Source: an optimization exercise on an open RTL-to-GDS flow (aim: small area, a short achievable clock period and few clock cycles per item). Production flows keep margins and buffers that such runs may drop.
Function was checked by simulation only, so behaviour that the tests miss may differ from the original.
No activity file was given, so power comes from the tool's default toggle rates.

$ cat flow/flow/run.sh
#!/bin/bash
# Standard ORFS layout, with two changes to how it is made:
#  - ports are buffered with sky130_fd_sc_hd__buf_1 instead of the buffer
#    buffer_ports picks by itself (clkdlybuf4s50_1);
#  - repair_timing is asked to keep a setup slack margin, so the resizer works
#    on the critical paths although the 50 ns clock is met with a wide margin.
# The design, clock period and constraints are the standard flow's, unchanged.
set -euo pipefail
export BUFFER_PORTS_ARGS="-buffer_cell sky130_fd_sc_hd__buf_1"
export SETUP_SLACK_MARGIN=38.5
bash standard.sh > standard.log 2>&1
$ cat flow/standard.sh
#!/bin/bash
# synth_recipe.tcl (not shown) runs the flow's synth.tcl, then flattens the netlist and writes it again
# the make line also repeats each setting of config.mk as NAME=value (left out here)
make -C /OpenROAD-flow-scripts/flow DESIGN_CONFIG=/design/flow/config.mk WORK_HOME=/design/flow/orfs CLKGATE_MAP_FILE= SYNTH_SCRIPT=/design/flow/synth_recipe.tcl "${@:-finish}"
$ cat flow/config.mk
export PLATFORM = sky130hd
export DESIGN_NAME = scb_bank
export DESIGN_NICKNAME = scb_bank
export VERILOG_FILES = /design/flow/design.v
export SDC_FILE = /design/flow/constraint.sdc
export NUM_CORES = 4
export LEC_CHECK = 0
export ABC_AREA = 1
export CAP_MARGIN = 20
export CORE_MARGIN = 2
export CORE_UTILIZATION = 40
export CTS_BUF_LIST = sky130_fd_sc_hd__clkbuf_4
export SLEW_MARGIN = 20
export TNS_END_PERCENT = 10
$ cat flow/constraint.sdc
create_clock -name core_clock -period 50.0 [get_ports {clk}]
set_input_delay 10.0000 -clock core_clock [delete_from_list [all_inputs] [get_ports {clk}]]
set_output_delay 10.0000 -clock core_clock [all_outputs]
set_load 0.01 [all_outputs]
$ cat flow/design.v
module scb_bank (
    input  wire         clk,
    input  wire         rst,           
    input  wire         cmd_valid,
    output wire         cmd_ready,
    input  wire [2:0]   cmd_op,
    input  wire [7:0]   cmd_id,
    input  wire [15:0]  cmd_val,
    input  wire [253:0] cmd_bank,
    output reg          rsp_valid,
    output wire [7:0]   rsp_status,
    output wire [7:0]   rsp_detail,
    output reg  [14:0]  rsp_value,
    output reg  [4:0]   rsp_index,
    output wire [253:0] rsp_bank
);
    localparam [2:0] OP_LOAD = 3'd0, OP_STORE = 3'd1, OP_GET = 3'd2, OP_SET = 3'd3,
                     OP_INC  = 3'd4, OP_ISFULL = 3'd5, OP_TOTAL = 3'd6, OP_FINDMAX = 3'd7;
    reg  [253:0] nbank;
    wire [253:0] bank = ~nbank;
    assign rsp_bank = bank;
    reg       ready_r;
    reg       v0;
    reg [2:0] op0;
    reg [4:0] id0;
    reg       idbad0;
    reg [9:0] val0;
    reg       vbad0;
    assign cmd_ready = ready_r;
    wire acc      = cmd_valid & ready_r;
    wire load_now = acc & (cmd_op == OP_LOAD);
    always @(posedge clk) begin
        if (rst) begin
            v0      <= 1'b0;
            ready_r <= 1'b1;
        end else begin
            v0      <= acc;
            ready_r <= ~(acc & (cmd_op == OP_STORE));
        end
        op0    <= cmd_op;
        id0    <= cmd_id[4:0];
        idbad0 <= (cmd_id > 8'd24);
        val0   <= cmd_val[9:0];
        vbad0  <= |cmd_val[15:10];
    end
    reg [9:0] cur;
    integer i;
    always @(*) begin
        cur = 10'd0;
        for (i = 0; i < 25; i = i + 1)
            if (id0 == i)
                cur = cur | bank[10*i +: 10];
    end
    wire sat = &cur;
    wire inc_ok = v0 & (op0 == OP_INC) & ~idbad0 & ~sat;
    wire set_ok = v0 & (op0 == OP_SET) & ~idbad0 & ~vbad0;
    wire we     = inc_ok | set_ok;
    wire [9:0] wdata = op0[2] ? cur + 10'd1 : val0;
    wire ts251, tc252, ts255, tc256, ts259, tc260, ts263, tc264, ts267, tc268, ts271, tc272;
    wire ts275, tc276, ts279, tc280, ts283, tc284, ts287, tc288, ts291, tc292, ts295, tc296;
    wire ts299, tc300, ts303, tc304, ts307, tc308, ts311, tc312, ts315, tc316, ts319, tc320;
    wire ts323, tc324, ts327, tc328, ts331, tc332, ts335, tc336, ts339, tc340, ts343, tc344;
    wire ts347, tc348, ts351, tc352, ts355, tc356, ts359, tc360, ts363, tc364, ts367, tc368;
    wire ts371, tc372, ts375, tc376, ts379, tc380, ts383, tc384, ts387, tc388, ts391, tc392;
    wire ts395, tc396, ts399, tc400, ts403, tc404, ts407, tc408, ts411, tc412, ts415, tc416;
    wire ts419, tc420, ts423, tc424, ts427, tc428, ts431, tc432, ts435, tc436, ts439, tc440;
    wire ts443, tc444, ts447, tc448, ts451, tc452, ts455, tc456, ts459, tc460, ts463, tc464;
    wire ts467, tc468, ts471, tc472, ts475, tc476, ts479, tc480, ts483, tc484, ts487, tc488;
    wire ts491, tc492, ts495, tc496, ts499, tc500, ts503, tc504, ts507, tc508, ts511, tc512;
    wire ts515, tc516, ts519, tc520, ts523, tc524, ts527, tc528, ts531, tc532, ts535, tc536;
    wire ts539, tc540, ts543, tc544, ts547, tc548, ts551, tc552, ts555, tc556, ts559, tc560;
    wire ts563, tc564, ts567, tc568, ts571, tc572, ts575, tc576, ts579, tc580, ts583, tc584;
    wire ts587, tc588, ts591, tc592, ts595, tc596, ts599, tc600, ts603, tc604, ts607, tc608;
    wire ts611, tc612, ts615, tc616, ts619, tc620, ts623, tc624, ts627, tc628, ts631, tc632;
    wire ts635, tc636, ts639, tc640, ts643, tc644, ts647, tc648, ts651, tc652, ts655, tc656;
    wire ts659, tc660, ts663, tc664, ts667, tc668, ts671, tc672, ts675, tc676, ts679, tc680;
    wire ts683, tc684, ts687, tc688, ts691, tc692, ts695, tc696, ts699, tc700, ts703, tc704;
    wire ts707, tc708, ts711, tc712, ts715, tc716, ts719, tc720, ts723, tc724, ts727, tc728;
    wire ts731, tc732, ts735, tc736, ts739, tc740, ts743, tc744, ts747, tc748, ts751, tc752;
    wire ts755, tc756, ts759, tc760, ts763, tc764, ts767, tc768, ts771, tc772, ts775, tc776;
    wire ts779, tc780, ts783, tc784, ts787, tc788, ts791, tc792, ts795, tc796, ts799, tc800;
    wire ts803, tc804, ts807, tc808, ts811, tc812, ts815, tc816, ts819, tc820, ts823, tc824;
    wire ts827, tc828, ts831, tc832, ts835, tc836, ts839, tc840, ts843, tc844, ts847, tc848;
    wire ts851, tc852, ts855, tc856, ts859, tc860, ts863, tc864, ts867, tc868, ts871, tc872;
    wire ts875, tc876, ts879, tc880, ts883, tc884, ts887, tc888, ts891, tc892, ts895, tc896;
    wire ts899, tc900, ts903, tc904, ts907, tc908, ts911, tc912, ts915, tc916, ts919, tc920;
    wire ts923, tc924, ts927, tc928, ts931, tc932, ts935, tc936, ts939, tc940, ts943, tc944;
    wire ts947, tc948, ts951, tc952, ts955, tc956, ts959, tc960, ts963, tc964, ts967, tc968;
    wire ts971, tc972, ts975, tc976, ts979, tc980, ts983, tc984, ts987, tc988, ts991, tc992;
    wire ts995, tc996, ts999, tc1000, ts1003, tc1004, ts1007, tc1008, ts1011, tc1012, ts1015, tc1016;
    wire ts1019, tc1020, ts1023, tc1024, ts1027, tc1028, ts1031, tc1032, ts1035, tc1036, ts1039, tc1040;
    wire ts1043, tc1044, ts1047, tc1048, ts1051, tc1052, ts1055, tc1056, ts1059, tc1060, ts1063, tc1064;
    wire ts1067, tc1068, ts1071, tc1072, ts1075, tc1076, ts1079, tc1080, ts1083, tc1084, ts1087, tc1088;
    wire ts1091, tc1092, ts1095, tc1096, ts1099, tc1100, ts1103, tc1104, ts1107, tc1108, ts1111, tc1112;
    wire ts1115, tc1116, ts1119, tc1120, ts1123, tc1124, ts1127, tc1128, ts1131, tc1132, ts1135, tc1136;
    wire ts1139, tc1140, ts1143, tc1144, ts1147, tc1148, ts1151, tc1152, ts1155, tc1156, ts1159, tc1160;
    wire ts1163, tc1164, ts1167, tc1168, ts1171, tc1172, ts1175, tc1176, ts1179, tc1180, ts1183, tc1184;
    wire ts1187, tc1188, ts1191, tc1192, ts1195, tc1196, ts1199, tc1200, ts1203, tc1204, ts1207, tc1208;
    assign ts251 = nbank[0] ^ nbank[10] ^ nbank[20];
    assign tc252 = (nbank[0] & nbank[10]) | (nbank[0] & nbank[20]) | (nbank[10] & nbank[20]);
    assign ts255 = nbank[30] ^ nbank[40] ^ nbank[50];
    assign tc256 = (nbank[30] & nbank[40]) | (nbank[30] & nbank[50]) | (nbank[40] & nbank[50]);
    assign ts259 = nbank[60] ^ nbank[70] ^ nbank[80];
    assign tc260 = (nbank[60] & nbank[70]) | (nbank[60] & nbank[80]) | (nbank[70] & nbank[80]);
    assign ts263 = nbank[90] ^ nbank[100] ^ nbank[110];
    assign tc264 = (nbank[90] & nbank[100]) | (nbank[90] & nbank[110]) | (nbank[100] & nbank[110]);
    assign ts267 = nbank[120] ^ nbank[130] ^ nbank[140];
    assign tc268 = (nbank[120] & nbank[130]) | (nbank[120] & nbank[140]) | (nbank[130] & nbank[140]);
    assign ts271 = nbank[150] ^ nbank[160] ^ nbank[170];
    assign tc272 = (nbank[150] & nbank[160]) | (nbank[150] & nbank[170]) | (nbank[160] & nbank[170]);
    assign ts275 = nbank[180] ^ nbank[190] ^ nbank[200];
    assign tc276 = (nbank[180] & nbank[190]) | (nbank[180] & nbank[200]) | (nbank[190] & nbank[200]);
    assign ts279 = nbank[210] ^ nbank[220] ^ nbank[230];
    assign tc280 = (nbank[210] & nbank[220]) | (nbank[210] & nbank[230]) | (nbank[220] & nbank[230]);
    assign ts283 = nbank[240] ^ ts251 ^ ts255;
    assign tc284 = (nbank[240] & ts251) | (nbank[240] & ts255) | (ts251 & ts255);
    assign ts287 = ts259 ^ ts263 ^ ts267;
    assign tc288 = (ts259 & ts263) | (ts259 & ts267) | (ts263 & ts267);
    assign ts291 = ts271 ^ ts275 ^ ts279;
    assign tc292 = (ts271 & ts275) | (ts271 & ts279) | (ts275 & ts279);
    assign ts295 = ts283 ^ ts287 ^ ts291;
    assign tc296 = (ts283 & ts287) | (ts283 & ts291) | (ts287 & ts291);
    assign ts299 = nbank[1] ^ nbank[11] ^ nbank[21];
    assign tc300 = (nbank[1] & nbank[11]) | (nbank[1] & nbank[21]) | (nbank[11] & nbank[21]);
    assign ts303 = nbank[31] ^ nbank[41] ^ nbank[51];
    assign tc304 = (nbank[31] & nbank[41]) | (nbank[31] & nbank[51]) | (nbank[41] & nbank[51]);
    assign ts307 = nbank[61] ^ nbank[71] ^ nbank[81];
    assign tc308 = (nbank[61] & nbank[71]) | (nbank[61] & nbank[81]) | (nbank[71] & nbank[81]);
    assign ts311 = nbank[91] ^ nbank[101] ^ nbank[111];
    assign tc312 = (nbank[91] & nbank[101]) | (nbank[91] & nbank[111]) | (nbank[101] & nbank[111]);
    assign ts315 = nbank[121] ^ nbank[131] ^ nbank[141];
    assign tc316 = (nbank[121] & nbank[131]) | (nbank[121] & nbank[141]) | (nbank[131] & nbank[141]);
    assign ts319 = nbank[151] ^ nbank[161] ^ nbank[171];
    assign tc320 = (nbank[151] & nbank[161]) | (nbank[151] & nbank[171]) | (nbank[161] & nbank[171]);
    assign ts323 = nbank[181] ^ nbank[191] ^ nbank[201];
    assign tc324 = (nbank[181] & nbank[191]) | (nbank[181] & nbank[201]) | (nbank[191] & nbank[201]);
    assign ts327 = nbank[211] ^ nbank[221] ^ nbank[231];
    assign tc328 = (nbank[211] & nbank[221]) | (nbank[211] & nbank[231]) | (nbank[221] & nbank[231]);
    assign ts331 = nbank[241] ^ tc252 ^ tc256;
    assign tc332 = (nbank[241] & tc252) | (nbank[241] & tc256) | (tc252 & tc256);
    assign ts335 = tc260 ^ tc264 ^ tc268;
    assign tc336 = (tc260 & tc264) | (tc260 & tc268) | (tc264 & tc268);
    assign ts339 = tc272 ^ tc276 ^ tc280;
    assign tc340 = (tc272 & tc276) | (tc272 & tc280) | (tc276 & tc280);
    assign ts343 = ts299 ^ ts303 ^ ts307;
    assign tc344 = (ts299 & ts303) | (ts299 & ts307) | (ts303 & ts307);
    assign ts347 = ts311 ^ ts315 ^ ts319;
    assign tc348 = (ts311 & ts315) | (ts311 & ts319) | (ts315 & ts319);
    assign ts351 = ts323 ^ ts327 ^ tc284;
    assign tc352 = (ts323 & ts327) | (ts323 & tc284) | (ts327 & tc284);
    assign ts355 = tc288 ^ tc292 ^ ts331;
    assign tc356 = (tc288 & tc292) | (tc288 & ts331) | (tc292 & ts331);
    assign ts359 = ts335 ^ ts339 ^ ts343;
    assign tc360 = (ts335 & ts339) | (ts335 & ts343) | (ts339 & ts343);
    assign ts363 = ts347 ^ tc296 ^ ts351;
    assign tc364 = (ts347 & tc296) | (ts347 & ts351) | (tc296 & ts351);
    assign ts367 = ts355 ^ ts359 ^ ts363;
    assign tc368 = (ts355 & ts359) | (ts355 & ts363) | (ts359 & ts363);
    assign ts371 = nbank[2] ^ nbank[12] ^ nbank[22];
    assign tc372 = (nbank[2] & nbank[12]) | (nbank[2] & nbank[22]) | (nbank[12] & nbank[22]);
    assign ts375 = nbank[32] ^ nbank[42] ^ nbank[52];
    assign tc376 = (nbank[32] & nbank[42]) | (nbank[32] & nbank[52]) | (nbank[42] & nbank[52]);
    assign ts379 = nbank[62] ^ nbank[72] ^ nbank[82];
    assign tc380 = (nbank[62] & nbank[72]) | (nbank[62] & nbank[82]) | (nbank[72] & nbank[82]);
    assign ts383 = nbank[92] ^ nbank[102] ^ nbank[112];
    assign tc384 = (nbank[92] & nbank[102]) | (nbank[92] & nbank[112]) | (nbank[102] & nbank[112]);
    assign ts387 = nbank[122] ^ nbank[132] ^ nbank[142];
    assign tc388 = (nbank[122] & nbank[132]) | (nbank[122] & nbank[142]) | (nbank[132] & nbank[142]);
    assign ts391 = nbank[152] ^ nbank[162] ^ nbank[172];
    assign tc392 = (nbank[152] & nbank[162]) | (nbank[152] & nbank[172]) | (nbank[162] & nbank[172]);
    assign ts395 = nbank[182] ^ nbank[192] ^ nbank[202];
    assign tc396 = (nbank[182] & nbank[192]) | (nbank[182] & nbank[202]) | (nbank[192] & nbank[202]);
    assign ts399 = nbank[212] ^ nbank[222] ^ nbank[232];
    assign tc400 = (nbank[212] & nbank[222]) | (nbank[212] & nbank[232]) | (nbank[222] & nbank[232]);
    assign ts403 = nbank[242] ^ tc300 ^ tc304;
    assign tc404 = (nbank[242] & tc300) | (nbank[242] & tc304) | (tc300 & tc304);
    assign ts407 = tc308 ^ tc312 ^ tc316;
    assign tc408 = (tc308 & tc312) | (tc308 & tc316) | (tc312 & tc316);
    assign ts411 = tc320 ^ tc324 ^ tc328;
    assign tc412 = (tc320 & tc324) | (tc320 & tc328) | (tc324 & tc328);
    assign ts415 = ts371 ^ ts375 ^ ts379;
    assign tc416 = (ts371 & ts375) | (ts371 & ts379) | (ts375 & ts379);
    assign ts419 = ts383 ^ ts387 ^ ts391;
    assign tc420 = (ts383 & ts387) | (ts383 & ts391) | (ts387 & ts391);
    assign ts423 = ts395 ^ ts399 ^ tc332;
    assign tc424 = (ts395 & ts399) | (ts395 & tc332) | (ts399 & tc332);
    assign ts427 = tc336 ^ tc340 ^ tc344;
    assign tc428 = (tc336 & tc340) | (tc336 & tc344) | (tc340 & tc344);
    assign ts431 = tc348 ^ ts403 ^ ts407;
    assign tc432 = (tc348 & ts403) | (tc348 & ts407) | (ts403 & ts407);
    assign ts435 = ts411 ^ ts415 ^ ts419;
    assign tc436 = (ts411 & ts415) | (ts411 & ts419) | (ts415 & ts419);
    assign ts439 = tc352 ^ tc356 ^ ts423;
    assign tc440 = (tc352 & tc356) | (tc352 & ts423) | (tc356 & ts423);
    assign ts443 = tc360 ^ ts427 ^ ts431;
    assign tc444 = (tc360 & ts427) | (tc360 & ts431) | (ts427 & ts431);
    assign ts447 = ts435 ^ tc364 ^ ts439;
    assign tc448 = (ts435 & tc364) | (ts435 & ts439) | (tc364 & ts439);
    assign ts451 = ts443 ^ tc368 ^ ts447;
    assign tc452 = (ts443 & tc368) | (ts443 & ts447) | (tc368 & ts447);
    assign ts455 = nbank[3] ^ nbank[13] ^ nbank[23];
    assign tc456 = (nbank[3] & nbank[13]) | (nbank[3] & nbank[23]) | (nbank[13] & nbank[23]);
    assign ts459 = nbank[33] ^ nbank[43] ^ nbank[53];
    assign tc460 = (nbank[33] & nbank[43]) | (nbank[33] & nbank[53]) | (nbank[43] & nbank[53]);
    assign ts463 = nbank[63] ^ nbank[73] ^ nbank[83];
    assign tc464 = (nbank[63] & nbank[73]) | (nbank[63] & nbank[83]) | (nbank[73] & nbank[83]);
    assign ts467 = nbank[93] ^ nbank[103] ^ nbank[113];
    assign tc468 = (nbank[93] & nbank[103]) | (nbank[93] & nbank[113]) | (nbank[103] & nbank[113]);
    assign ts471 = nbank[123] ^ nbank[133] ^ nbank[143];
    assign tc472 = (nbank[123] & nbank[133]) | (nbank[123] & nbank[143]) | (nbank[133] & nbank[143]);
    assign ts475 = nbank[153] ^ nbank[163] ^ nbank[173];
    assign tc476 = (nbank[153] & nbank[163]) | (nbank[153] & nbank[173]) | (nbank[163] & nbank[173]);
    assign ts479 = nbank[183] ^ nbank[193] ^ nbank[203];
    assign tc480 = (nbank[183] & nbank[193]) | (nbank[183] & nbank[203]) | (nbank[193] & nbank[203]);
    assign ts483 = nbank[213] ^ nbank[223] ^ nbank[233];
    assign tc484 = (nbank[213] & nbank[223]) | (nbank[213] & nbank[233]) | (nbank[223] & nbank[233]);
    assign ts487 = nbank[243] ^ tc372 ^ tc376;
    assign tc488 = (nbank[243] & tc372) | (nbank[243] & tc376) | (tc372 & tc376);
    assign ts491 = tc380 ^ tc384 ^ tc388;
    assign tc492 = (tc380 & tc384) | (tc380 & tc388) | (tc384 & tc388);
    assign ts495 = tc392 ^ tc396 ^ tc400;
    assign tc496 = (tc392 & tc396) | (tc392 & tc400) | (tc396 & tc400);
    assign ts499 = ts455 ^ ts459 ^ ts463;
    assign tc500 = (ts455 & ts459) | (ts455 & ts463) | (ts459 & ts463);
    assign ts503 = ts467 ^ ts471 ^ ts475;
    assign tc504 = (ts467 & ts471) | (ts467 & ts475) | (ts471 & ts475);
    assign ts507 = ts479 ^ ts483 ^ tc404;
    assign tc508 = (ts479 & ts483) | (ts479 & tc404) | (ts483 & tc404);
    assign ts511 = tc408 ^ tc412 ^ tc416;
    assign tc512 = (tc408 & tc412) | (tc408 & tc416) | (tc412 & tc416);
    assign ts515 = tc420 ^ ts487 ^ ts491;
    assign tc516 = (tc420 & ts487) | (tc420 & ts491) | (ts487 & ts491);
    assign ts519 = ts495 ^ ts499 ^ ts503;
    assign tc520 = (ts495 & ts499) | (ts495 & ts503) | (ts499 & ts503);
    assign ts523 = tc424 ^ tc428 ^ tc432;
    assign tc524 = (tc424 & tc428) | (tc424 & tc432) | (tc428 & tc432);
    assign ts527 = ts507 ^ tc436 ^ ts511;
    assign tc528 = (ts507 & tc436) | (ts507 & ts511) | (tc436 & ts511);
    assign ts531 = ts515 ^ ts519 ^ tc440;
    assign tc532 = (ts515 & ts519) | (ts515 & tc440) | (ts519 & tc440);
    assign ts535 = tc444 ^ ts523 ^ ts527;
    assign tc536 = (tc444 & ts523) | (tc444 & ts527) | (ts523 & ts527);
    assign ts539 = tc448 ^ ts531 ^ ts535;
    assign tc540 = (tc448 & ts531) | (tc448 & ts535) | (ts531 & ts535);
    assign ts543 = ~(tc452 ^ ts539);
    assign tc544 = tc452 | ts539;
    assign ts547 = nbank[4] ^ nbank[14] ^ nbank[24];
    assign tc548 = (nbank[4] & nbank[14]) | (nbank[4] & nbank[24]) | (nbank[14] & nbank[24]);
    assign ts551 = nbank[34] ^ nbank[44] ^ nbank[54];
    assign tc552 = (nbank[34] & nbank[44]) | (nbank[34] & nbank[54]) | (nbank[44] & nbank[54]);
    assign ts555 = nbank[64] ^ nbank[74] ^ nbank[84];
    assign tc556 = (nbank[64] & nbank[74]) | (nbank[64] & nbank[84]) | (nbank[74] & nbank[84]);
    assign ts559 = nbank[94] ^ nbank[104] ^ nbank[114];
    assign tc560 = (nbank[94] & nbank[104]) | (nbank[94] & nbank[114]) | (nbank[104] & nbank[114]);
    assign ts563 = nbank[124] ^ nbank[134] ^ nbank[144];
    assign tc564 = (nbank[124] & nbank[134]) | (nbank[124] & nbank[144]) | (nbank[134] & nbank[144]);
    assign ts567 = nbank[154] ^ nbank[164] ^ nbank[174];
    assign tc568 = (nbank[154] & nbank[164]) | (nbank[154] & nbank[174]) | (nbank[164] & nbank[174]);
    assign ts571 = nbank[184] ^ nbank[194] ^ nbank[204];
    assign tc572 = (nbank[184] & nbank[194]) | (nbank[184] & nbank[204]) | (nbank[194] & nbank[204]);
    assign ts575 = nbank[214] ^ nbank[224] ^ nbank[234];
    assign tc576 = (nbank[214] & nbank[224]) | (nbank[214] & nbank[234]) | (nbank[224] & nbank[234]);
    assign ts579 = nbank[244] ^ tc456 ^ tc460;
    assign tc580 = (nbank[244] & tc456) | (nbank[244] & tc460) | (tc456 & tc460);
    assign ts583 = tc464 ^ tc468 ^ tc472;
    assign tc584 = (tc464 & tc468) | (tc464 & tc472) | (tc468 & tc472);
    assign ts587 = tc476 ^ tc480 ^ tc484;
    assign tc588 = (tc476 & tc480) | (tc476 & tc484) | (tc480 & tc484);
    assign ts591 = ts547 ^ ts551 ^ ts555;
    assign tc592 = (ts547 & ts551) | (ts547 & ts555) | (ts551 & ts555);
    assign ts595 = ts559 ^ ts563 ^ ts567;
    assign tc596 = (ts559 & ts563) | (ts559 & ts567) | (ts563 & ts567);
    assign ts599 = ts571 ^ ts575 ^ tc488;
    assign tc600 = (ts571 & ts575) | (ts571 & tc488) | (ts575 & tc488);
    assign ts603 = tc492 ^ tc496 ^ tc500;
    assign tc604 = (tc492 & tc496) | (tc492 & tc500) | (tc496 & tc500);
    assign ts607 = tc504 ^ ts579 ^ ts583;
    assign tc608 = (tc504 & ts579) | (tc504 & ts583) | (ts579 & ts583);
    assign ts611 = ts587 ^ ts591 ^ ts595;
    assign tc612 = (ts587 & ts591) | (ts587 & ts595) | (ts591 & ts595);
    assign ts615 = tc508 ^ tc512 ^ tc516;
    assign tc616 = (tc508 & tc512) | (tc508 & tc516) | (tc512 & tc516);
    assign ts619 = ts599 ^ tc520 ^ ts603;
    assign tc620 = (ts599 & tc520) | (ts599 & ts603) | (tc520 & ts603);
    assign ts623 = ts607 ^ ts611 ^ tc524;
    assign tc624 = (ts607 & ts611) | (ts607 & tc524) | (ts611 & tc524);
    assign ts627 = tc528 ^ ts615 ^ ts619;
    assign tc628 = (tc528 & ts615) | (tc528 & ts619) | (ts615 & ts619);
    assign ts631 = tc532 ^ ts623 ^ tc536;
    assign tc632 = (tc532 & ts623) | (tc532 & tc536) | (ts623 & tc536);
    assign ts635 = ts627 ^ tc540 ^ ts631;
    assign tc636 = (ts627 & tc540) | (ts627 & ts631) | (tc540 & ts631);
    assign ts639 = ~(tc544 ^ ts635);
    assign tc640 = tc544 | ts635;
    assign ts643 = nbank[5] ^ nbank[15] ^ nbank[25];
    assign tc644 = (nbank[5] & nbank[15]) | (nbank[5] & nbank[25]) | (nbank[15] & nbank[25]);
    assign ts647 = nbank[35] ^ nbank[45] ^ nbank[55];
    assign tc648 = (nbank[35] & nbank[45]) | (nbank[35] & nbank[55]) | (nbank[45] & nbank[55]);
    assign ts651 = nbank[65] ^ nbank[75] ^ nbank[85];
    assign tc652 = (nbank[65] & nbank[75]) | (nbank[65] & nbank[85]) | (nbank[75] & nbank[85]);
    assign ts655 = nbank[95] ^ nbank[105] ^ nbank[115];
    assign tc656 = (nbank[95] & nbank[105]) | (nbank[95] & nbank[115]) | (nbank[105] & nbank[115]);
    assign ts659 = nbank[125] ^ nbank[135] ^ nbank[145];
    assign tc660 = (nbank[125] & nbank[135]) | (nbank[125] & nbank[145]) | (nbank[135] & nbank[145]);
    assign ts663 = nbank[155] ^ nbank[165] ^ nbank[175];
    assign tc664 = (nbank[155] & nbank[165]) | (nbank[155] & nbank[175]) | (nbank[165] & nbank[175]);
    assign ts667 = nbank[185] ^ nbank[195] ^ nbank[205];
    assign tc668 = (nbank[185] & nbank[195]) | (nbank[185] & nbank[205]) | (nbank[195] & nbank[205]);
    assign ts671 = nbank[215] ^ nbank[225] ^ nbank[235];
    assign tc672 = (nbank[215] & nbank[225]) | (nbank[215] & nbank[235]) | (nbank[225] & nbank[235]);
    assign ts675 = nbank[245] ^ tc548 ^ tc552;
    assign tc676 = (nbank[245] & tc548) | (nbank[245] & tc552) | (tc548 & tc552);
    assign ts679 = tc556 ^ tc560 ^ tc564;
    assign tc680 = (tc556 & tc560) | (tc556 & tc564) | (tc560 & tc564);
    assign ts683 = tc568 ^ tc572 ^ tc576;
    assign tc684 = (tc568 & tc572) | (tc568 & tc576) | (tc572 & tc576);
    assign ts687 = ts643 ^ ts647 ^ ts651;
    assign tc688 = (ts643 & ts647) | (ts643 & ts651) | (ts647 & ts651);
    assign ts691 = ts655 ^ ts659 ^ ts663;
    assign tc692 = (ts655 & ts659) | (ts655 & ts663) | (ts659 & ts663);
    assign ts695 = ts667 ^ ts671 ^ tc580;
    assign tc696 = (ts667 & ts671) | (ts667 & tc580) | (ts671 & tc580);
    assign ts699 = tc584 ^ tc588 ^ tc592;
    assign tc700 = (tc584 & tc588) | (tc584 & tc592) | (tc588 & tc592);
    assign ts703 = tc596 ^ ts675 ^ ts679;
    assign tc704 = (tc596 & ts675) | (tc596 & ts679) | (ts675 & ts679);
    assign ts707 = ts683 ^ ts687 ^ ts691;
    assign tc708 = (ts683 & ts687) | (ts683 & ts691) | (ts687 & ts691);
    assign ts711 = tc600 ^ tc604 ^ tc608;
    assign tc712 = (tc600 & tc604) | (tc600 & tc608) | (tc604 & tc608);
    assign ts715 = ts695 ^ tc612 ^ ts699;
    assign tc716 = (ts695 & tc612) | (ts695 & ts699) | (tc612 & ts699);
    assign ts719 = ts703 ^ ts707 ^ tc616;
    assign tc720 = (ts703 & ts707) | (ts703 & tc616) | (ts707 & tc616);
    assign ts723 = tc620 ^ ts711 ^ ts715;
    assign tc724 = (tc620 & ts711) | (tc620 & ts715) | (ts711 & ts715);
    assign ts727 = tc624 ^ ts719 ^ tc628;
    assign tc728 = (tc624 & ts719) | (tc624 & tc628) | (ts719 & tc628);
    assign ts731 = ts723 ^ tc632 ^ ts727;
    assign tc732 = (ts723 & tc632) | (ts723 & ts727) | (tc632 & ts727);
    assign ts735 = tc636 ^ ts731 ^ tc640;
    assign tc736 = (tc636 & ts731) | (tc636 & tc640) | (ts731 & tc640);
    assign ts739 = nbank[6] ^ nbank[16] ^ nbank[26];
    assign tc740 = (nbank[6] & nbank[16]) | (nbank[6] & nbank[26]) | (nbank[16] & nbank[26]);
    assign ts743 = nbank[36] ^ nbank[46] ^ nbank[56];
    assign tc744 = (nbank[36] & nbank[46]) | (nbank[36] & nbank[56]) | (nbank[46] & nbank[56]);
    assign ts747 = nbank[66] ^ nbank[76] ^ nbank[86];
    assign tc748 = (nbank[66] & nbank[76]) | (nbank[66] & nbank[86]) | (nbank[76] & nbank[86]);
    assign ts751 = nbank[96] ^ nbank[106] ^ nbank[116];
    assign tc752 = (nbank[96] & nbank[106]) | (nbank[96] & nbank[116]) | (nbank[106] & nbank[116]);
    assign ts755 = nbank[126] ^ nbank[136] ^ nbank[146];
    assign tc756 = (nbank[126] & nbank[136]) | (nbank[126] & nbank[146]) | (nbank[136] & nbank[146]);
    assign ts759 = nbank[156] ^ nbank[166] ^ nbank[176];
    assign tc760 = (nbank[156] & nbank[166]) | (nbank[156] & nbank[176]) | (nbank[166] & nbank[176]);
    assign ts763 = nbank[186] ^ nbank[196] ^ nbank[206];
    assign tc764 = (nbank[186] & nbank[196]) | (nbank[186] & nbank[206]) | (nbank[196] & nbank[206]);
    assign ts767 = nbank[216] ^ nbank[226] ^ nbank[236];
    assign tc768 = (nbank[216] & nbank[226]) | (nbank[216] & nbank[236]) | (nbank[226] & nbank[236]);
    assign ts771 = nbank[246] ^ tc644 ^ tc648;
    assign tc772 = (nbank[246] & tc644) | (nbank[246] & tc648) | (tc644 & tc648);
    assign ts775 = tc652 ^ tc656 ^ tc660;
    assign tc776 = (tc652 & tc656) | (tc652 & tc660) | (tc656 & tc660);
    assign ts779 = tc664 ^ tc668 ^ tc672;
    assign tc780 = (tc664 & tc668) | (tc664 & tc672) | (tc668 & tc672);
    assign ts783 = ts739 ^ ts743 ^ ts747;
    assign tc784 = (ts739 & ts743) | (ts739 & ts747) | (ts743 & ts747);
    assign ts787 = ts751 ^ ts755 ^ ts759;
    assign tc788 = (ts751 & ts755) | (ts751 & ts759) | (ts755 & ts759);
    assign ts791 = ts763 ^ ts767 ^ tc676;
    assign tc792 = (ts763 & ts767) | (ts763 & tc676) | (ts767 & tc676);
    assign ts795 = tc680 ^ tc684 ^ tc688;
    assign tc796 = (tc680 & tc684) | (tc680 & tc688) | (tc684 & tc688);
    assign ts799 = tc692 ^ ts771 ^ ts775;
    assign tc800 = (tc692 & ts771) | (tc692 & ts775) | (ts771 & ts775);
    assign ts803 = ts779 ^ ts783 ^ ts787;
    assign tc804 = (ts779 & ts783) | (ts779 & ts787) | (ts783 & ts787);
    assign ts807 = tc696 ^ tc700 ^ tc704;
    assign tc808 = (tc696 & tc700) | (tc696 & tc704) | (tc700 & tc704);
    assign ts811 = ts791 ^ tc708 ^ ts795;
    assign tc812 = (ts791 & tc708) | (ts791 & ts795) | (tc708 & ts795);
    assign ts815 = ts799 ^ ts803 ^ tc712;
    assign tc816 = (ts799 & ts803) | (ts799 & tc712) | (ts803 & tc712);
    assign ts819 = tc716 ^ ts807 ^ ts811;
    assign tc820 = (tc716 & ts807) | (tc716 & ts811) | (ts807 & ts811);
    assign ts823 = tc720 ^ ts815 ^ tc724;
    assign tc824 = (tc720 & ts815) | (tc720 & tc724) | (ts815 & tc724);
    assign ts827 = ts819 ^ tc728 ^ ts823;
    assign tc828 = (ts819 & tc728) | (ts819 & ts823) | (tc728 & ts823);
    assign ts831 = tc732 ^ ts827 ^ tc736;
    assign tc832 = (tc732 & ts827) | (tc732 & tc736) | (ts827 & tc736);
    assign ts835 = nbank[7] ^ nbank[17] ^ nbank[27];
    assign tc836 = (nbank[7] & nbank[17]) | (nbank[7] & nbank[27]) | (nbank[17] & nbank[27]);
    assign ts839 = nbank[37] ^ nbank[47] ^ nbank[57];
    assign tc840 = (nbank[37] & nbank[47]) | (nbank[37] & nbank[57]) | (nbank[47] & nbank[57]);
    assign ts843 = nbank[67] ^ nbank[77] ^ nbank[87];
    assign tc844 = (nbank[67] & nbank[77]) | (nbank[67] & nbank[87]) | (nbank[77] & nbank[87]);
    assign ts847 = nbank[97] ^ nbank[107] ^ nbank[117];
    assign tc848 = (nbank[97] & nbank[107]) | (nbank[97] & nbank[117]) | (nbank[107] & nbank[117]);
    assign ts851 = nbank[127] ^ nbank[137] ^ nbank[147];
    assign tc852 = (nbank[127] & nbank[137]) | (nbank[127] & nbank[147]) | (nbank[137] & nbank[147]);
    assign ts855 = nbank[157] ^ nbank[167] ^ nbank[177];
    assign tc856 = (nbank[157] & nbank[167]) | (nbank[157] & nbank[177]) | (nbank[167] & nbank[177]);
    assign ts859 = nbank[187] ^ nbank[197] ^ nbank[207];
    assign tc860 = (nbank[187] & nbank[197]) | (nbank[187] & nbank[207]) | (nbank[197] & nbank[207]);
    assign ts863 = nbank[217] ^ nbank[227] ^ nbank[237];
    assign tc864 = (nbank[217] & nbank[227]) | (nbank[217] & nbank[237]) | (nbank[227] & nbank[237]);
    assign ts867 = nbank[247] ^ tc740 ^ tc744;
    assign tc868 = (nbank[247] & tc740) | (nbank[247] & tc744) | (tc740 & tc744);
    assign ts871 = tc748 ^ tc752 ^ tc756;
    assign tc872 = (tc748 & tc752) | (tc748 & tc756) | (tc752 & tc756);
    assign ts875 = tc760 ^ tc764 ^ tc768;
    assign tc876 = (tc760 & tc764) | (tc760 & tc768) | (tc764 & tc768);
    assign ts879 = ts835 ^ ts839 ^ ts843;
    assign tc880 = (ts835 & ts839) | (ts835 & ts843) | (ts839 & ts843);
    assign ts883 = ts847 ^ ts851 ^ ts855;
    assign tc884 = (ts847 & ts851) | (ts847 & ts855) | (ts851 & ts855);
    assign ts887 = ts859 ^ ts863 ^ tc772;
    assign tc888 = (ts859 & ts863) | (ts859 & tc772) | (ts863 & tc772);
    assign ts891 = tc776 ^ tc780 ^ tc784;
    assign tc892 = (tc776 & tc780) | (tc776 & tc784) | (tc780 & tc784);
    assign ts895 = tc788 ^ ts867 ^ ts871;
    assign tc896 = (tc788 & ts867) | (tc788 & ts871) | (ts867 & ts871);
    assign ts899 = ts875 ^ ts879 ^ ts883;
    assign tc900 = (ts875 & ts879) | (ts875 & ts883) | (ts879 & ts883);
    assign ts903 = tc792 ^ tc796 ^ tc800;
    assign tc904 = (tc792 & tc796) | (tc792 & tc800) | (tc796 & tc800);
    assign ts907 = ts887 ^ tc804 ^ ts891;
    assign tc908 = (ts887 & tc804) | (ts887 & ts891) | (tc804 & ts891);
    assign ts911 = ts895 ^ ts899 ^ tc808;
    assign tc912 = (ts895 & ts899) | (ts895 & tc808) | (ts899 & tc808);
    assign ts915 = tc812 ^ ts903 ^ ts907;
    assign tc916 = (tc812 & ts903) | (tc812 & ts907) | (ts903 & ts907);
    assign ts919 = tc816 ^ ts911 ^ tc820;
    assign tc920 = (tc816 & ts911) | (tc816 & tc820) | (ts911 & tc820);
    assign ts923 = ts915 ^ tc824 ^ ts919;
    assign tc924 = (ts915 & tc824) | (ts915 & ts919) | (tc824 & ts919);
    assign ts927 = tc828 ^ ts923 ^ tc832;
    assign tc928 = (tc828 & ts923) | (tc828 & tc832) | (ts923 & tc832);
    assign ts931 = nbank[8] ^ nbank[18] ^ nbank[28];
    assign tc932 = (nbank[8] & nbank[18]) | (nbank[8] & nbank[28]) | (nbank[18] & nbank[28]);
    assign ts935 = nbank[38] ^ nbank[48] ^ nbank[58];
    assign tc936 = (nbank[38] & nbank[48]) | (nbank[38] & nbank[58]) | (nbank[48] & nbank[58]);
    assign ts939 = nbank[68] ^ nbank[78] ^ nbank[88];
    assign tc940 = (nbank[68] & nbank[78]) | (nbank[68] & nbank[88]) | (nbank[78] & nbank[88]);
    assign ts943 = nbank[98] ^ nbank[108] ^ nbank[118];
    assign tc944 = (nbank[98] & nbank[108]) | (nbank[98] & nbank[118]) | (nbank[108] & nbank[118]);
    assign ts947 = nbank[128] ^ nbank[138] ^ nbank[148];
    assign tc948 = (nbank[128] & nbank[138]) | (nbank[128] & nbank[148]) | (nbank[138] & nbank[148]);
    assign ts951 = nbank[158] ^ nbank[168] ^ nbank[178];
    assign tc952 = (nbank[158] & nbank[168]) | (nbank[158] & nbank[178]) | (nbank[168] & nbank[178]);
    assign ts955 = nbank[188] ^ nbank[198] ^ nbank[208];
    assign tc956 = (nbank[188] & nbank[198]) | (nbank[188] & nbank[208]) | (nbank[198] & nbank[208]);
    assign ts959 = nbank[218] ^ nbank[228] ^ nbank[238];
    assign tc960 = (nbank[218] & nbank[228]) | (nbank[218] & nbank[238]) | (nbank[228] & nbank[238]);
    assign ts963 = nbank[248] ^ tc836 ^ tc840;
    assign tc964 = (nbank[248] & tc836) | (nbank[248] & tc840) | (tc836 & tc840);
    assign ts967 = tc844 ^ tc848 ^ tc852;
    assign tc968 = (tc844 & tc848) | (tc844 & tc852) | (tc848 & tc852);
    assign ts971 = tc856 ^ tc860 ^ tc864;
    assign tc972 = (tc856 & tc860) | (tc856 & tc864) | (tc860 & tc864);
    assign ts975 = ts931 ^ ts935 ^ ts939;
    assign tc976 = (ts931 & ts935) | (ts931 & ts939) | (ts935 & ts939);
    assign ts979 = ts943 ^ ts947 ^ ts951;
    assign tc980 = (ts943 & ts947) | (ts943 & ts951) | (ts947 & ts951);
    assign ts983 = ts955 ^ ts959 ^ tc868;
    assign tc984 = (ts955 & ts959) | (ts955 & tc868) | (ts959 & tc868);
    assign ts987 = tc872 ^ tc876 ^ tc880;
    assign tc988 = (tc872 & tc876) | (tc872 & tc880) | (tc876 & tc880);
    assign ts991 = tc884 ^ ts963 ^ ts967;
    assign tc992 = (tc884 & ts963) | (tc884 & ts967) | (ts963 & ts967);
    assign ts995 = ts971 ^ ts975 ^ ts979;
    assign tc996 = (ts971 & ts975) | (ts971 & ts979) | (ts975 & ts979);
    assign ts999 = tc888 ^ tc892 ^ tc896;
    assign tc1000 = (tc888 & tc892) | (tc888 & tc896) | (tc892 & tc896);
    assign ts1003 = ts983 ^ tc900 ^ ts987;
    assign tc1004 = (ts983 & tc900) | (ts983 & ts987) | (tc900 & ts987);
    assign ts1007 = ts991 ^ ts995 ^ tc904;
    assign tc1008 = (ts991 & ts995) | (ts991 & tc904) | (ts995 & tc904);
    assign ts1011 = tc908 ^ ts999 ^ ts1003;
    assign tc1012 = (tc908 & ts999) | (tc908 & ts1003) | (ts999 & ts1003);
    assign ts1015 = tc912 ^ ts1007 ^ tc916;
    assign tc1016 = (tc912 & ts1007) | (tc912 & tc916) | (ts1007 & tc916);
    assign ts1019 = ts1011 ^ tc920 ^ ts1015;
    assign tc1020 = (ts1011 & tc920) | (ts1011 & ts1015) | (tc920 & ts1015);
    assign ts1023 = tc924 ^ ts1019 ^ tc928;
    assign tc1024 = (tc924 & ts1019) | (tc924 & tc928) | (ts1019 & tc928);
    assign ts1027 = nbank[9] ^ nbank[19] ^ nbank[29];
    assign tc1028 = (nbank[9] & nbank[19]) | (nbank[9] & nbank[29]) | (nbank[19] & nbank[29]);
    assign ts1031 = nbank[39] ^ nbank[49] ^ nbank[59];
    assign tc1032 = (nbank[39] & nbank[49]) | (nbank[39] & nbank[59]) | (nbank[49] & nbank[59]);
    assign ts1035 = nbank[69] ^ nbank[79] ^ nbank[89];
    assign tc1036 = (nbank[69] & nbank[79]) | (nbank[69] & nbank[89]) | (nbank[79] & nbank[89]);
    assign ts1039 = nbank[99] ^ nbank[109] ^ nbank[119];
    assign tc1040 = (nbank[99] & nbank[109]) | (nbank[99] & nbank[119]) | (nbank[109] & nbank[119]);
    assign ts1043 = nbank[129] ^ nbank[139] ^ nbank[149];
    assign tc1044 = (nbank[129] & nbank[139]) | (nbank[129] & nbank[149]) | (nbank[139] & nbank[149]);
    assign ts1047 = nbank[159] ^ nbank[169] ^ nbank[179];
    assign tc1048 = (nbank[159] & nbank[169]) | (nbank[159] & nbank[179]) | (nbank[169] & nbank[179]);
    assign ts1051 = nbank[189] ^ nbank[199] ^ nbank[209];
    assign tc1052 = (nbank[189] & nbank[199]) | (nbank[189] & nbank[209]) | (nbank[199] & nbank[209]);
    assign ts1055 = nbank[219] ^ nbank[229] ^ nbank[239];
    assign tc1056 = (nbank[219] & nbank[229]) | (nbank[219] & nbank[239]) | (nbank[229] & nbank[239]);
    assign ts1059 = nbank[249] ^ tc932 ^ tc936;
    assign tc1060 = (nbank[249] & tc932) | (nbank[249] & tc936) | (tc932 & tc936);
    assign ts1063 = tc940 ^ tc944 ^ tc948;
    assign tc1064 = (tc940 & tc944) | (tc940 & tc948) | (tc944 & tc948);
    assign ts1067 = tc952 ^ tc956 ^ tc960;
    assign tc1068 = (tc952 & tc956) | (tc952 & tc960) | (tc956 & tc960);
    assign ts1071 = ts1027 ^ ts1031 ^ ts1035;
    assign tc1072 = (ts1027 & ts1031) | (ts1027 & ts1035) | (ts1031 & ts1035);
    assign ts1075 = ts1039 ^ ts1043 ^ ts1047;
    assign tc1076 = (ts1039 & ts1043) | (ts1039 & ts1047) | (ts1043 & ts1047);
    assign ts1079 = ts1051 ^ ts1055 ^ tc964;
    assign tc1080 = (ts1051 & ts1055) | (ts1051 & tc964) | (ts1055 & tc964);
    assign ts1083 = tc968 ^ tc972 ^ tc976;
    assign tc1084 = (tc968 & tc972) | (tc968 & tc976) | (tc972 & tc976);
    assign ts1087 = tc980 ^ ts1059 ^ ts1063;
    assign tc1088 = (tc980 & ts1059) | (tc980 & ts1063) | (ts1059 & ts1063);
    assign ts1091 = ts1067 ^ ts1071 ^ ts1075;
    assign tc1092 = (ts1067 & ts1071) | (ts1067 & ts1075) | (ts1071 & ts1075);
    assign ts1095 = tc984 ^ tc988 ^ tc992;
    assign tc1096 = (tc984 & tc988) | (tc984 & tc992) | (tc988 & tc992);
    assign ts1099 = ts1079 ^ tc996 ^ ts1083;
    assign tc1100 = (ts1079 & tc996) | (ts1079 & ts1083) | (tc996 & ts1083);
    assign ts1103 = ts1087 ^ ts1091 ^ tc1000;
    assign tc1104 = (ts1087 & ts1091) | (ts1087 & tc1000) | (ts1091 & tc1000);
    assign ts1107 = tc1004 ^ ts1095 ^ ts1099;
    assign tc1108 = (tc1004 & ts1095) | (tc1004 & ts1099) | (ts1095 & ts1099);
    assign ts1111 = tc1008 ^ ts1103 ^ tc1012;
    assign tc1112 = (tc1008 & ts1103) | (tc1008 & tc1012) | (ts1103 & tc1012);
    assign ts1115 = ts1107 ^ tc1016 ^ ts1111;
    assign tc1116 = (ts1107 & tc1016) | (ts1107 & ts1111) | (tc1016 & ts1111);
    assign ts1119 = tc1020 ^ ts1115 ^ tc1024;
    assign tc1120 = (tc1020 & ts1115) | (tc1020 & tc1024) | (ts1115 & tc1024);
    assign ts1123 = tc1028 ^ tc1032 ^ tc1036;
    assign tc1124 = (tc1028 & tc1032) | (tc1028 & tc1036) | (tc1032 & tc1036);
    assign ts1127 = tc1040 ^ tc1044 ^ tc1048;
    assign tc1128 = (tc1040 & tc1044) | (tc1040 & tc1048) | (tc1044 & tc1048);
    assign ts1131 = tc1052 ^ tc1056 ^ tc1060;
    assign tc1132 = (tc1052 & tc1056) | (tc1052 & tc1060) | (tc1056 & tc1060);
    assign ts1135 = tc1064 ^ tc1068 ^ tc1072;
    assign tc1136 = (tc1064 & tc1068) | (tc1064 & tc1072) | (tc1068 & tc1072);
    assign ts1139 = tc1076 ^ ts1123 ^ ts1127;
    assign tc1140 = (tc1076 & ts1123) | (tc1076 & ts1127) | (ts1123 & ts1127);
    assign ts1143 = tc1080 ^ tc1084 ^ tc1088;
    assign tc1144 = (tc1080 & tc1084) | (tc1080 & tc1088) | (tc1084 & tc1088);
    assign ts1147 = ts1131 ^ tc1092 ^ ts1135;
    assign tc1148 = (ts1131 & tc1092) | (ts1131 & ts1135) | (tc1092 & ts1135);
    assign ts1151 = ts1139 ^ tc1096 ^ tc1100;
    assign tc1152 = (ts1139 & tc1096) | (ts1139 & tc1100) | (tc1096 & tc1100);
    assign ts1155 = ts1143 ^ ts1147 ^ tc1104;
    assign tc1156 = (ts1143 & ts1147) | (ts1143 & tc1104) | (ts1147 & tc1104);
    assign ts1159 = tc1108 ^ ts1151 ^ ts1155;
    assign tc1160 = (tc1108 & ts1151) | (tc1108 & ts1155) | (ts1151 & ts1155);
    assign ts1163 = tc1112 ^ ts1159 ^ tc1116;
    assign tc1164 = (tc1112 & ts1159) | (tc1112 & tc1116) | (ts1159 & tc1116);
    assign ts1167 = ~(ts1163 ^ tc1120);
    assign tc1168 = ts1163 | tc1120;
    assign ts1171 = tc1124 ^ tc1128 ^ tc1132;
    assign tc1172 = (tc1124 & tc1128) | (tc1124 & tc1132) | (tc1128 & tc1132);
    assign ts1175 = tc1136 ^ tc1140 ^ tc1144;
    assign tc1176 = (tc1136 & tc1140) | (tc1136 & tc1144) | (tc1140 & tc1144);
    assign ts1179 = ts1171 ^ tc1148 ^ tc1152;
    assign tc1180 = (ts1171 & tc1148) | (ts1171 & tc1152) | (tc1148 & tc1152);
    assign ts1183 = ts1175 ^ tc1156 ^ ts1179;
    assign tc1184 = (ts1175 & tc1156) | (ts1175 & ts1179) | (tc1156 & ts1179);
    assign ts1187 = tc1160 ^ ts1183 ^ tc1164;
    assign tc1188 = (tc1160 & ts1183) | (tc1160 & tc1164) | (ts1183 & tc1164);
    assign ts1191 = ~(ts1187 ^ tc1168);
    assign tc1192 = ts1187 | tc1168;
    assign ts1195 = tc1172 ^ tc1176 ^ tc1180;
    assign tc1196 = (tc1172 & tc1176) | (tc1172 & tc1180) | (tc1176 & tc1180);
    assign ts1199 = tc1184 ^ ts1195 ^ tc1188;
    assign tc1200 = (tc1184 & ts1195) | (tc1184 & tc1188) | (ts1195 & tc1188);
    assign ts1203 = ~(ts1199 ^ tc1192);
    assign tc1204 = ts1199 | tc1192;
    assign ts1207 = tc1196 ^ tc1200 ^ tc1204;
    assign tc1208 = (tc1196 & tc1200) | (tc1196 & tc1204) | (tc1200 & tc1204);
    wire [14:0] total = ~{tc1208, ts1207, ts1203, ts1191, ts1167, ts1119, ts1023, ts927, ts831, ts735, ts639, ts543, ts451, ts367, ts295};
    reg [24:0] cand, hit;
    reg [9:0]  max_v;
    reg [4:0]  max_i;
    integer b;
    always @(*) begin
        cand = {25{1'b1}};
        for (b = 9; b >= 0; b = b - 1) begin
            for (i = 0; i < 25; i = i + 1)
                hit[i] = cand[i] & bank[10*i + b];
            max_v[b] = |hit;
            if (|hit)
                cand = hit;
        end
        max_i = 5'd0;
        for (i = 24; i >= 0; i = i - 1)
            if (cand[i])
                max_i = i;
    end
    reg [24:0] wr, hd;
    wire ld = load_now & ~rst;
    always @(*) begin
        for (i = 0; i < 25; i = i + 1) begin
            wr[i] = ~rst & ~load_now & we & (id0 == i);
            hd[i] = ~rst & ~load_now & ~(we & (id0 == i));
        end
    end
    wire hs = ~rst & ~load_now;
    reg [253:0] nbank_d;
    always @(*) begin
        for (i = 0; i < 25; i = i + 1)
            nbank_d[10*i +: 10] = ~(({10{ld}} & cmd_bank[10*i +: 10]) |
                                    ({10{wr[i]}} & wdata) |
                                    ({10{hd[i]}} & bank[10*i +: 10]));
        nbank_d[253:250] = ~(({4{ld}} & cmd_bank[253:250]) | ({4{hs}} & bank[253:250]));
    end
    always @(posedge clk)
        nbank <= nbank_d;
    wire id_op   = (op0 == OP_GET) | (op0 == OP_SET) | (op0 == OP_INC) | (op0 == OP_ISFULL);
    wire e_range = idbad0 & id_op;
    wire e_val   = ~idbad0 & (op0 == OP_SET) & vbad0;
    wire e_sat   = ~idbad0 & (op0 == OP_INC) & sat;
    reg [1:0] st;
    reg [2:0] dt;
    assign rsp_status = {6'd0, st};
    assign rsp_detail = {5'd0, dt};
    always @(posedge clk) begin
        rsp_valid <= ~rst & v0;
        st <= {e_range, e_range | e_val | e_sat};
        dt <= {e_sat, e_val, e_range | e_val};
        case (op0)
            OP_ISFULL:  rsp_value <= {14'd0, sat};
            OP_TOTAL:   rsp_value <= total;
            OP_FINDMAX: rsp_value <= {5'd0, max_v};
            default:    rsp_value <= {5'd0, cur};
        endcase
        rsp_index <= max_i;
    end
endmodule
==> results.tsv, run 1 <==
metric	value	unit
Mean Syn Cell Area	7.294	um^2
Seq/Total Area, Yosys	24.99	%
Worst Max-Slew Pin Slew	1.211	ns
CP peak stage delay	0.73	ns
first-pass GRT wire length	187800	um
Clk Latency, worst-skew pair	0.90	ns
Tot GR Track Use	41.86	%
Synth Flop Type	dfxtp_1	
antenna-violating nets left	0	
hold path start	vbad0$_DFF_P_	
DP Wirelength	110000	um
routed len/inst	27.92	um
vias in the first global route	26560	
Gate Count Post-Synth	3317	
DR pass1 iterations	6	
worst path arrival time	12.40	ns
TritonCTS Buffers	88	
Cell Rows	90	
routed wire length	134700	um
final worst path period share	23.45	%
EDFF count, synth	0	
Yosys warnings	1	
Power Density	42.48	mW/mm^2
TritonCTS clock tree	done	
# DRC	0	
fin nets	4508	
max-cap viol count	0	
fin util	48.76	%
Vias	27890	
WS Path Type	input pin to flip-flop	
CTS clk-pin slew, worst paths	0.08	ns
Area Overhead vs Synth	21.19	%
Fin. Hold Viols	0	
crit end category	flip-flop	
total grt overflow	0	
Synth Register Bits	302	
Final setup viols	0	
unrepaired setup endpoints after global routing	true	
Sink Count	302	
asr flop ratio synth	0	%
Slew HR	17.98	%
Final GP Congestion	1.051	
crit-path cells	buf_1, or4_1, nor2_4, buf_4, a221oi_1	
CTS max path bufs	3	
largest net degree at the start of global routing	82	
# H-tree levels	3	
min-delay worst type	flip-flop to flip-flop	
FF-to-FF setup slack	39.06	ns
Distinct cells, synth	44	
Worst Path Max Fanout	81	
io pins	576	
worst r2r src	nbank[239]$_DFF_P_	
crit path from	cmd_op[0]	
synthesized cell area	0.02419	mm^2
CTS Root Cell	clkbuf_4	
antenna violations before repair	3	
leakage	14.67	nW
layout cells sized above 1	12.34	%
CP max-delay cell	buf_4	
Die ar.	0.06247	mm^2
# hold bufs at CTS	0	
input/output buffers	564	
core area	0.06013	mm^2
status	no timing/DRC/antenna violations	
die extent in x	249.9	um
Peak supply drop	0.02435	mV
Vias/cell	5.785	
die height	249.9	um
Max Freq	85.29	MHz
Tmin final	11.72	ns
setup_tns	0	ns
Critical Path Source Type	input pin	
Initial Util	40.24	%
Worst EP required	50.68	ns
Initial DRC Count	3613	
clk_skew	0.06249	ns
Final Max Tran Viols	0	
-- layer usage --
layer | GRT usage [%] | share of wire [%]
met1 | 51.69 | 38
met2 | 66.68 | 45
met3 | 9.022 | 9.7
met4 | 26.16 | 7.6
met5 | 0 | 0
-- layout by cell type (no fill, tap or decap), drive strengths merged, types with 14 or more instances in the layout --
cell type and instances:
nand2 665, buf 656, inv 620, nor2 444
nand3 351, dfxtp 302, a221oi 267, fa 235
clkbuf 120, a21oi 92, o21ai 78, o22ai 53
clkinv 38, nand3b 21, nand4 14
-- timing repair --
action,4_1_cts,5_1_grt
setup buffers,23,38
resized for setup,178,66
cloned,19,12
setup endpoints to repair,445,421
pin swaps,16,39
-- state kept, by name, summed over array words and instances, names as in the netlist --
register and flops:
id0 5, rsp_valid 1, dt 3, op0 3
rsp_index 5, vbad0 1, idbad0 1, nbank 254
ready_r 1, st 2, v0 1, val0 10
rsp_value 15
-- per-stage QoR --
| step | cell area (um^2) | cells | setup slack (ns) | total power (W) | hold slack, ns |
|---|---|---|---|---|---|
| after floorplan | 24280 | 3327 | 38.49 | 0.0007742 | 0.4246 |
| after global placement | 26910 | 4579 | 36.27 | 0.0009261 | 0.4662 |
| after detailed placement | 26910 | 4579 | 36.20 | 0.0009235 | 0.4737 |
| after CTS | 28600 | 4768 | 38.33 | 0.001187 | 0.4584 |
| after global routing | 29320 | 4821 | 38.15 | 0.001351 | 0.5078 |
| final | 29320 | 4822 | 38.28 | 0.001246 | 0.4495 |
-- critical path: cells and delay by family --
family,cells,cell delay [ns]
and+or+nand+nor,2,1.12
buffers and inverters,2,0.82
AOI/OAI and AO/OA,1,0.36
-- area by class of cell --
type | instances | area [um^2]
Timing Repair Buffer | 656 | 3038
Multi-Input combinational cell | 2297 | 15740
Tap cell | 782 | 978.4
Clock buffer | 120 | 900.9
Antenna cell | 4 | 10.01
Fill cell | 6458 | 30810
Inverter | 634 | 2394
Sequential cell | 302 | 6146
Clock inverter | 27 | 118.9
-- cells by family after synthesis --
family,share of synthesized area [%]
AO/OA/AOI/OAI,15.67
XOR/XNOR,0.1448
adder cells (fa/ha/maj),19.96
buffers and inverters,12.84
flip-flops,24.99
other,0.01550
AND/OR/NAND/NOR,26.37
-- power breakdown --
group | switching [W] | leakage, nW | total (W) | internal (W)
registers | 0.00000791 | 2.43 | 0.000259 | 0.000251
logic | 0.000502 | 11.6 | 0.000755 | 0.000253
clock network | 0.000121 | 0.622 | 0.000232 | 0.000111
-- cells in the mapped netlist (6+ instances only) --
cell type	n	area (um^2)
nand2_1	641	2406
inv_1	608	2282
nor2_1	398	1494
nand3_1	350	1752
dfxtp_1	302	6046
a221oi_1	267	2338
fa_1	235	4705
a21oi_1	92	460.4
o21ai_0	71	355.3
clkbuf_1	62	232.7
o22ai_1	53	331.6
buf_4	40	300.3
nand3b_1	21	157.7
clkinv_1	14	52.55
nand2_2	14	87.58
nand4_1	14	87.58
buf_6	13	146.4
inv_2	12	45.04
ha_1	10	125.1
nor2_4	10	112.6
buf_2	8	40.04
nor3_1	7	35.03
o21ai_1	7	35.03
nor2_2	6	37.54
nor4_1	6	37.54
-- worst paths after layout --
check | endpoint | cells after the start
min | dt[1]$_DFF_P_ | 2
min reg2reg | dt[1]$_DFF_P_ | 2
max | nbank[135]$_DFF_P_ | 5
max reg2reg | rsp_index[0]$_SDFF_PP0_ | 88
Testbench counts, summed over its fixed seeds: cycles 16,527, commands 16,000.
==> inputs of run 2 (changes only) <==
--- a/flow/config.mk
+++ b/flow/config.mk
@@ -10,5 +10,5 @@
 export CORE_MARGIN = 2
 export CORE_UTILIZATION = 40
 export CTS_BUF_LIST = sky130_fd_sc_hd__clkbuf_4
-export SLEW_MARGIN = 20
+export SLEW_MARGIN = 60
 export TNS_END_PERCENT = 10
==> run 2 against run 1 <==
  * Still clean on timing, DRC and antenna
  * Synthesized cell count unchanged
  * First-iteration DRC count is 3.2% higher
  * Non-clock buffer count grew 2
  * Clock-buffer cell count is 3 higher
  * Largest power group unchanged
  * Highest routed layer unchanged
==> results.tsv, run 2 <==
metric	value	unit
status	no timing/DRC/antenna violations	
vias in the first global route	26310	
Final Total Pwr	0.001244	W
Final GP Congestion	1.051	
Distinct cells, synth	44	
Vias/cell	5.737	
Power Density	41.82	mW/mm^2
top-count cell post-synth	nand2_1	
Vias	27680	
# H-tree levels	3	
Tmin final	11.70	ns
Sink Count	302	
Sw Pwr	0.0006260	W
DR pass1 iterations	8	
antenna-violating nets left	0	
setup_tns	0	ns
Initial Util	40.24	%
Worst Max-Slew Pin Slew	0.6788	ns
EDFF count, synth	0	
Worst Path Max Fanout	5	
Cell Rows	90	
Synth area leaders	dfxtp_1 25%, fa_1 19%, nand2_1 9.9%	
Area Overhead vs Synth	22.98	%
area of the multi-input gates	0.01595	mm^2
routed len/inst	27.72	um
Seq/Total Area, Yosys	24.99	%
# hold bufs at CTS	0	
CTS clk-pin slew, worst paths	0.07	ns
Biggest register	nbank	
io pins	576	
Fin. Hold Viols	0	
top post-synthesis cells by count	641 x nand2_1, 608 x inv_1, 398 x nor2_1	
min-delay worst type	flip-flop to flip-flop	
antenna violations before repair	3	
largest net degree at the start of global routing	82	
Peak supply drop	0.02697	mV
worst path arrival time	1.70	ns
CTS Root Cell	clkbuf_4	
P_int	0.0006182	W
routed wire length	133700	um
Gate Count Post-Synth	3317	
max-cap viol count	0	
pre-CTS setup slack	36.63	ns
total grt overflow	0	
Clk Latency, worst-skew pair	0.91	ns
core area	0.06013	mm^2
Synth Register Bits	302	
placed cells	4587	
setup ws final	38.30	ns
Yosys warnings	1	
Seq pwr share	20.7	%
biggest regs	nbank (254), rsp_value (15), val0 (10)	
Slew HR	54.58	%
most frequent cells in the layout	628 x nand2_1, 566 x inv_1, 526 x buf_1	
Yosys top cell area share	24.99	%
leakage	14.75	nW
Synth Flop Type	dfxtp_1	
TritonCTS Buffers	86	
asr flop ratio synth	0	%
max reg flops	254	
input/output buffers	564	
DP Wirelength	109800	um
cell accounting for the most synthesized area	dfxtp_1	
CTS max path bufs	3	
die extent in x	249.9	um
Die ar.	0.06247	mm^2
final worst path period share	23.40	%
clk_skew	0.09481	ns
Mean Syn Cell Area	7.294	um^2
die height	249.9	um
layout cells sized above 1	13.75	%
Max Freq	85.46	MHz
Clock power frac	19.7	%
fin nets	4505	
Worst EP required	40.00	ns
Non-Filler Instances	4824	
Tot GR Track Use	41.42	%
WS Path Type	flip-flop to primary output	
Initial DRC Count	3729	
Comb pwr share	59.6	%
first-pass GRT wire length	185500	um
storage element area	0.006172	mm^2
Final Max Tran Viols	0	
crit end category	primary output	
leading cell type in the layout, fill and taps excluded	nand2_1	
Critical Path Source Type	flip-flop	
Final setup viols	0	
sw frac	50.31	%
filler instances	6358	
TritonCTS clock tree	done	
FF-to-FF setup slack	39.11	ns
unrepaired setup endpoints after global routing	true	
# DRC	0	
synthesized cell area	0.02419	mm^2
## run 2: cell count changes in the layout (fill, tap and decap cells not counted), sizes merged, moves of 2 or more
cell	delta
clkinvlp	+2
nand2	-2
clkbuf	+12
buf	-7
bufinv	+2
clkinv	-5
## run 2: through the flow
step / instance area, um^2 / hold slack [ns] / utilization [%]
4_1_cts: 28810 / 0.4819 / 47.91
3_3_place_gp: 26910 / 0.4662 / 44.74
6_report: 29750 / 0.4802 / 49.48
5_1_grt: 29750 / 0.5072 / 49.47
2_1_floorplan: 24280 / 0.4246 / -
3_5_place_dp: 27200 / 0.4656 / 45.24
## run 2: path summary, 6_finish.rpt
kind,from,endpoint,cells past startpoint
max,nbank[88]$_DFF_P_,rsp_bank[88],2
min,nbank[251]$_DFF_P_,nbank[251]$_DFF_P_,2
max reg2reg,nbank[19]$_DFF_P_,rsp_index[0]$_SDFF_PP0_,90
min reg2reg,nbank[251]$_DFF_P_,nbank[251]$_DFF_P_,2
## run 2: area by class of cell
class | count | share of cell area (%)
Antenna cell | 5 | 0.04205
Clock buffer | 123 | 3.103
Clock inverter | 26 | 0.5971
Inverter | 634 | 8.230
Multi-Input combinational cell | 2294 | 53.62
Sequential cell | 302 | 20.74
Tap cell | 782 | 3.288
Timing Repair Buffer | 658 | 10.37
## run 2: kinds of logic after synthesis
| group | Yosys count | share of synthesized area (%) |
|---|---|---|
| buf+inv | 759 | 12.84 |
| xor+xnor | 4 | 0.1448 |
| fa+ha+maj | 245 | 19.96 |
| simple gates | 1481 | 26.37 |
| compound gates | 525 | 15.67 |
| flops | 302 | 24.99 |
| other cells | 1 | 0.01550 |
## run 2: repair_timing
action,4_1_cts,5_1_grt
endpoints found under the setup margin,430,285
buffers inserted,22,33
cloned,16,12
hold endpoints to repair,0,0
pin swaps,15,39
gates resized for setup,108,196
## run 2: power by group through the flow
stage	registers, W	clock network [W]	logic [W]
global route	0.000259	0.000258	0.000826
finish	0.000258	0.000245	0.000741
CTS	0.000258	0.000247	0.000682
detailed placement	0.000264	0	0.000659
floorplan	0.000263	0	0.000512
global placement	0.000264	0	0.000663
## run 2: layer usage
layer | global-route usage (%) | up-vias | wire length [um]
li1 | - | 12270 | -
met5 | 0 | - | 0
met4 | 26.26 | 0 | 9816
met2 | 66.18 | 1923 | 60570
met1 | 50.54 | 13100 | 49870
met3 | 9.418 | 381 | 13460
## run 2: worst max-delay path: stages (launching register included)
cell and delay (ns):
dfxtp_1 0.30, inv_1 0.31, buf_1 0.20

static timing again, ports no longer ideal:
The results above use ideal ports. As a check the final layouts listed here were re-extracted and re-timed, cells and wires unchanged.
Step 1: set_driving_cell puts a clkbuf_16 on clk and a buf_2 on each other input, an assumption about the parent block.
Step 2 also shifts input and output timing later by t, the mid clock arrival at the registers, as if the neighbouring blocks saw the same clock.
a / b / c = no drivers / after step 1 / after step 2; a / b = the first two.
| run | t (ns) | slack for setup (ns) | worst hold slack (ns) | worst setup path after step 2 | cell pins on the clock port's net |
|---|---|---|---|---|---|
| run 1 | 0.936 | 38.275 / 38.260 / 37.384 | 0.449 / 0.449 / 0.449 | input to register | 1 |
| run 2 | 0.925 | 38.299 / 38.236 / 37.474 | 0.480 / 0.480 / 0.480 | input to register | 1 |
After both steps every run listed still meets setup and hold. For run 1, which loses most, drivers alone change the setup slack by -0.015 ns; drivers and shift together by -0.891 ns.
